From an optimization exercise on the open Yosys and OpenROAD flow, aimed at small area, a short achievable clock period and few clock cycles per item; shortcuts taken in it are not production practice.
Function was checked by simulation only, so behaviour that the tests miss may differ from the original.

Design hw2core, start of the top module:
module hw2core (
    input  wire        clk,
    input  wire        rst,      
    input  wire        start,
    input  wire [2:0]  op,
    input  wire [31:0] a,
    input  wire [31:0] b,
    output wire        busy,
    output wire        done,
    output wire [31:0] r0,
    output wire [31:0] r1
);
Size: ~5000 cells after synthesis, roughly 170 flip-flops, roughly 140 I/O pins, about 34000 sq um of cells after synthesis.
==> flow/config.mk <==
export PLATFORM = sky130hd
export DESIGN_NAME = hw2core
export DESIGN_NICKNAME = hw2core
export VERILOG_FILES = /design/flow/design.v
export SDC_FILE = /design/flow/constraint.sdc
export NUM_CORES = 4
export LEC_CHECK = 0
export ABC_AREA = 1
export CAP_MARGIN = 20
export CORE_MARGIN = 2
export CORE_UTILIZATION = 40
export SETUP_SLACK_MARGIN = 5
export SLEW_MARGIN = 20
export TNS_END_PERCENT = 5
==> flow/constraint.sdc <==
create_clock -name core_clock -period 10.0 [get_ports {clk}]
set_input_delay 2.0000 -clock core_clock [delete_from_list [all_inputs] [get_ports {clk}]]
set_output_delay 2.0000 -clock core_clock [all_outputs]
set_load 0.01 [all_outputs]
run.sh (not shown) runs the stock make flow with config.mk's settings and CLKGATE_MAP_FILE= SYNTH_SCRIPT=/design/flow/synth_recipe.tcl, a recipe that flattens the netlist after the stock synthesis.
Testbench counts at the start, summed over its fixed seeds: cycles 4,229, items 960.
Next try:
--- a/flow/design.v
+++ b/flow/design.v
@@ -110,22 +110,22 @@
     wire        b_zero = (lzb[5]);
     wire        q_zero = b_zero | (lzb < lza);
     wire [31:0] dsh    = b << dn[4:0];
     wire [31:0] ash    = a << lza[4:0];
     wire [15:0] frac   = ash[30:15];
     wire        rs_sp  = lza[5] | (lza == 6'd31);        
     wire [13:0] dlt;
     wire [31:0] kad;
     hw2core_seed u_seed (.idx(~lza[4:0]), .dlt(dlt), .kad(kad));
-    wire [32:0] mc = {snb_q & r0_q[0] & b_q[0],
-                      ({16{smc2_q}} & r1_q[31:16]) | ({16{syy_q}} & b_q[15:0]) |
-                      ({16{sint_q}} & b_q[31:16]),
-                      ({16{smc2_q}} & r1_q[15:0])  | ({16{syy_q | sint_q}} & b_q[15:0])};
+    wire [32:0] mc = ({33{smc2_q}} & {1'b0, r1_q}) |
+                     ({33{syy_q}}  & {1'b0, b_q[15:0], b_q[15:0]}) |
+                     ({33{sint_q}} & {b_q, 1'b0}) |
+                     {snb_q & r0_q[0] & b_q[0], 32'd0};
     wire [47:0] prod;
     hw2core_mul u_mul (.ma(ma_q), .bo(mbe_q[8:0]), .bt(mbe_q[17:9]),
                        .bn(mbe_q[26:18]), .mc(mc), .p(prod));
     reg [31:0] dv_rem, dv_d, dv_q;
     reg [32:0] dv_diff;
     integer k;
     always @(*) begin
         dv_rem = r1_q;
         dv_d   = b_q;
@@ -196,19 +196,19 @@
                 wide_q <= (op == OP_MULW);
                 iter_q <= 1'b0;
                 cnt_q  <= dn[4:0];
                 case (op)
                     OP_DIVREM: b_q <= dsh;
                     OP_RSQRT:  b_q <= kad;
                     default:   b_q <= b;
                 endcase
                 if (op == OP_RSQRT) begin
-                    ma_q  <= {18'd0, dlt};
+                    ma_q  <= {17'd0, dlt, 1'b0};
                     mbe_q <= benc({2'b11, ~frac});
                 end else begin
                     ma_q  <= a;
                     mbe_q <= benc({2'b00, b[15:0]});
                 end
             end
             if (acc) begin
                 case (op)
                     OP_CLZ: begin
@@ -241,21 +241,21 @@
                     r1_q        <= wide_q ? prod[47:16] : 32'd0;
                 end
                 st_q[S_DIV]: begin
                     r0_q  <= dv_q;
                     r1_q  <= dv_rem;
                     b_q   <= dv_d;
                     cnt_q <= cnt_q - DIV_K;
                 end
                 st_q[S_RINT]: begin
-                    b_q[15:0] <= prod[31:16];
+                    b_q[15:0] <= prod[32:17];
                     ma_q      <= r1_q;
-                    mbe_q     <= benc({2'b00, prod[31:16]});
+                    mbe_q     <= benc({2'b00, prod[32:17]});
                 end
                 st_q[S_NA]: begin
                     r0_q[0] <= prod[32];
                     ma_q    <= prod[31:0];
                 end
                 st_q[S_NB]: begin
                     ma_q <= {15'd0, ~prod[32:16]};
                 end
                 st_q[S_NC]: begin
Result: Utilization increases by 0.29 points. Non-clock buffer count increases by 13. Cell area is about the same. Cell count decreases slightly. First-iteration DRC count increases by a few percent. Via count is about the same. Worst setup slack got worse by 68 ps. Area after synthesis decreases slightly. Clock-buffer cell count decreases by 1. Routed wire length increases by a few percent. Die area decreases slightly.
Testbench counts after the change, summed over its fixed seeds: cycles 4,229, items 960.

==> what the ideal ports hide <==
In the flow no input, the clock included, has a driving cell. The finished layouts below were timed again as built, in two steps.
Step 1 sets driving cells, clkbuf_16 on the clock port and buf_2 on the other inputs (assumed; they add their load-dependent delay and slew).
Step 2 adds t to the input delays and takes it off the output delays; t is the mean of the earliest and latest rising clock arrival at the registers after step 1. Input paths then give back, and output paths get back, about the clock's delay inside the block.
Three values: no drivers, after step 1, after step 2; two values: the first two.
run | shift t [ns] | setup WS [ns] | hold WS [ns]
the first run | 0.530 | 3.656 / 3.656 / 3.255 | 0.479 / 0.479 / 0.479
the second run | 0.576 | 3.588 / 3.588 / 3.213 | 0.474 / 0.474 / 0.474
After both steps every run listed still meets setup and hold. For the first run, which loses most, drivers alone change the setup slack by 0.000 ns; drivers and shift together by -0.401 ns.
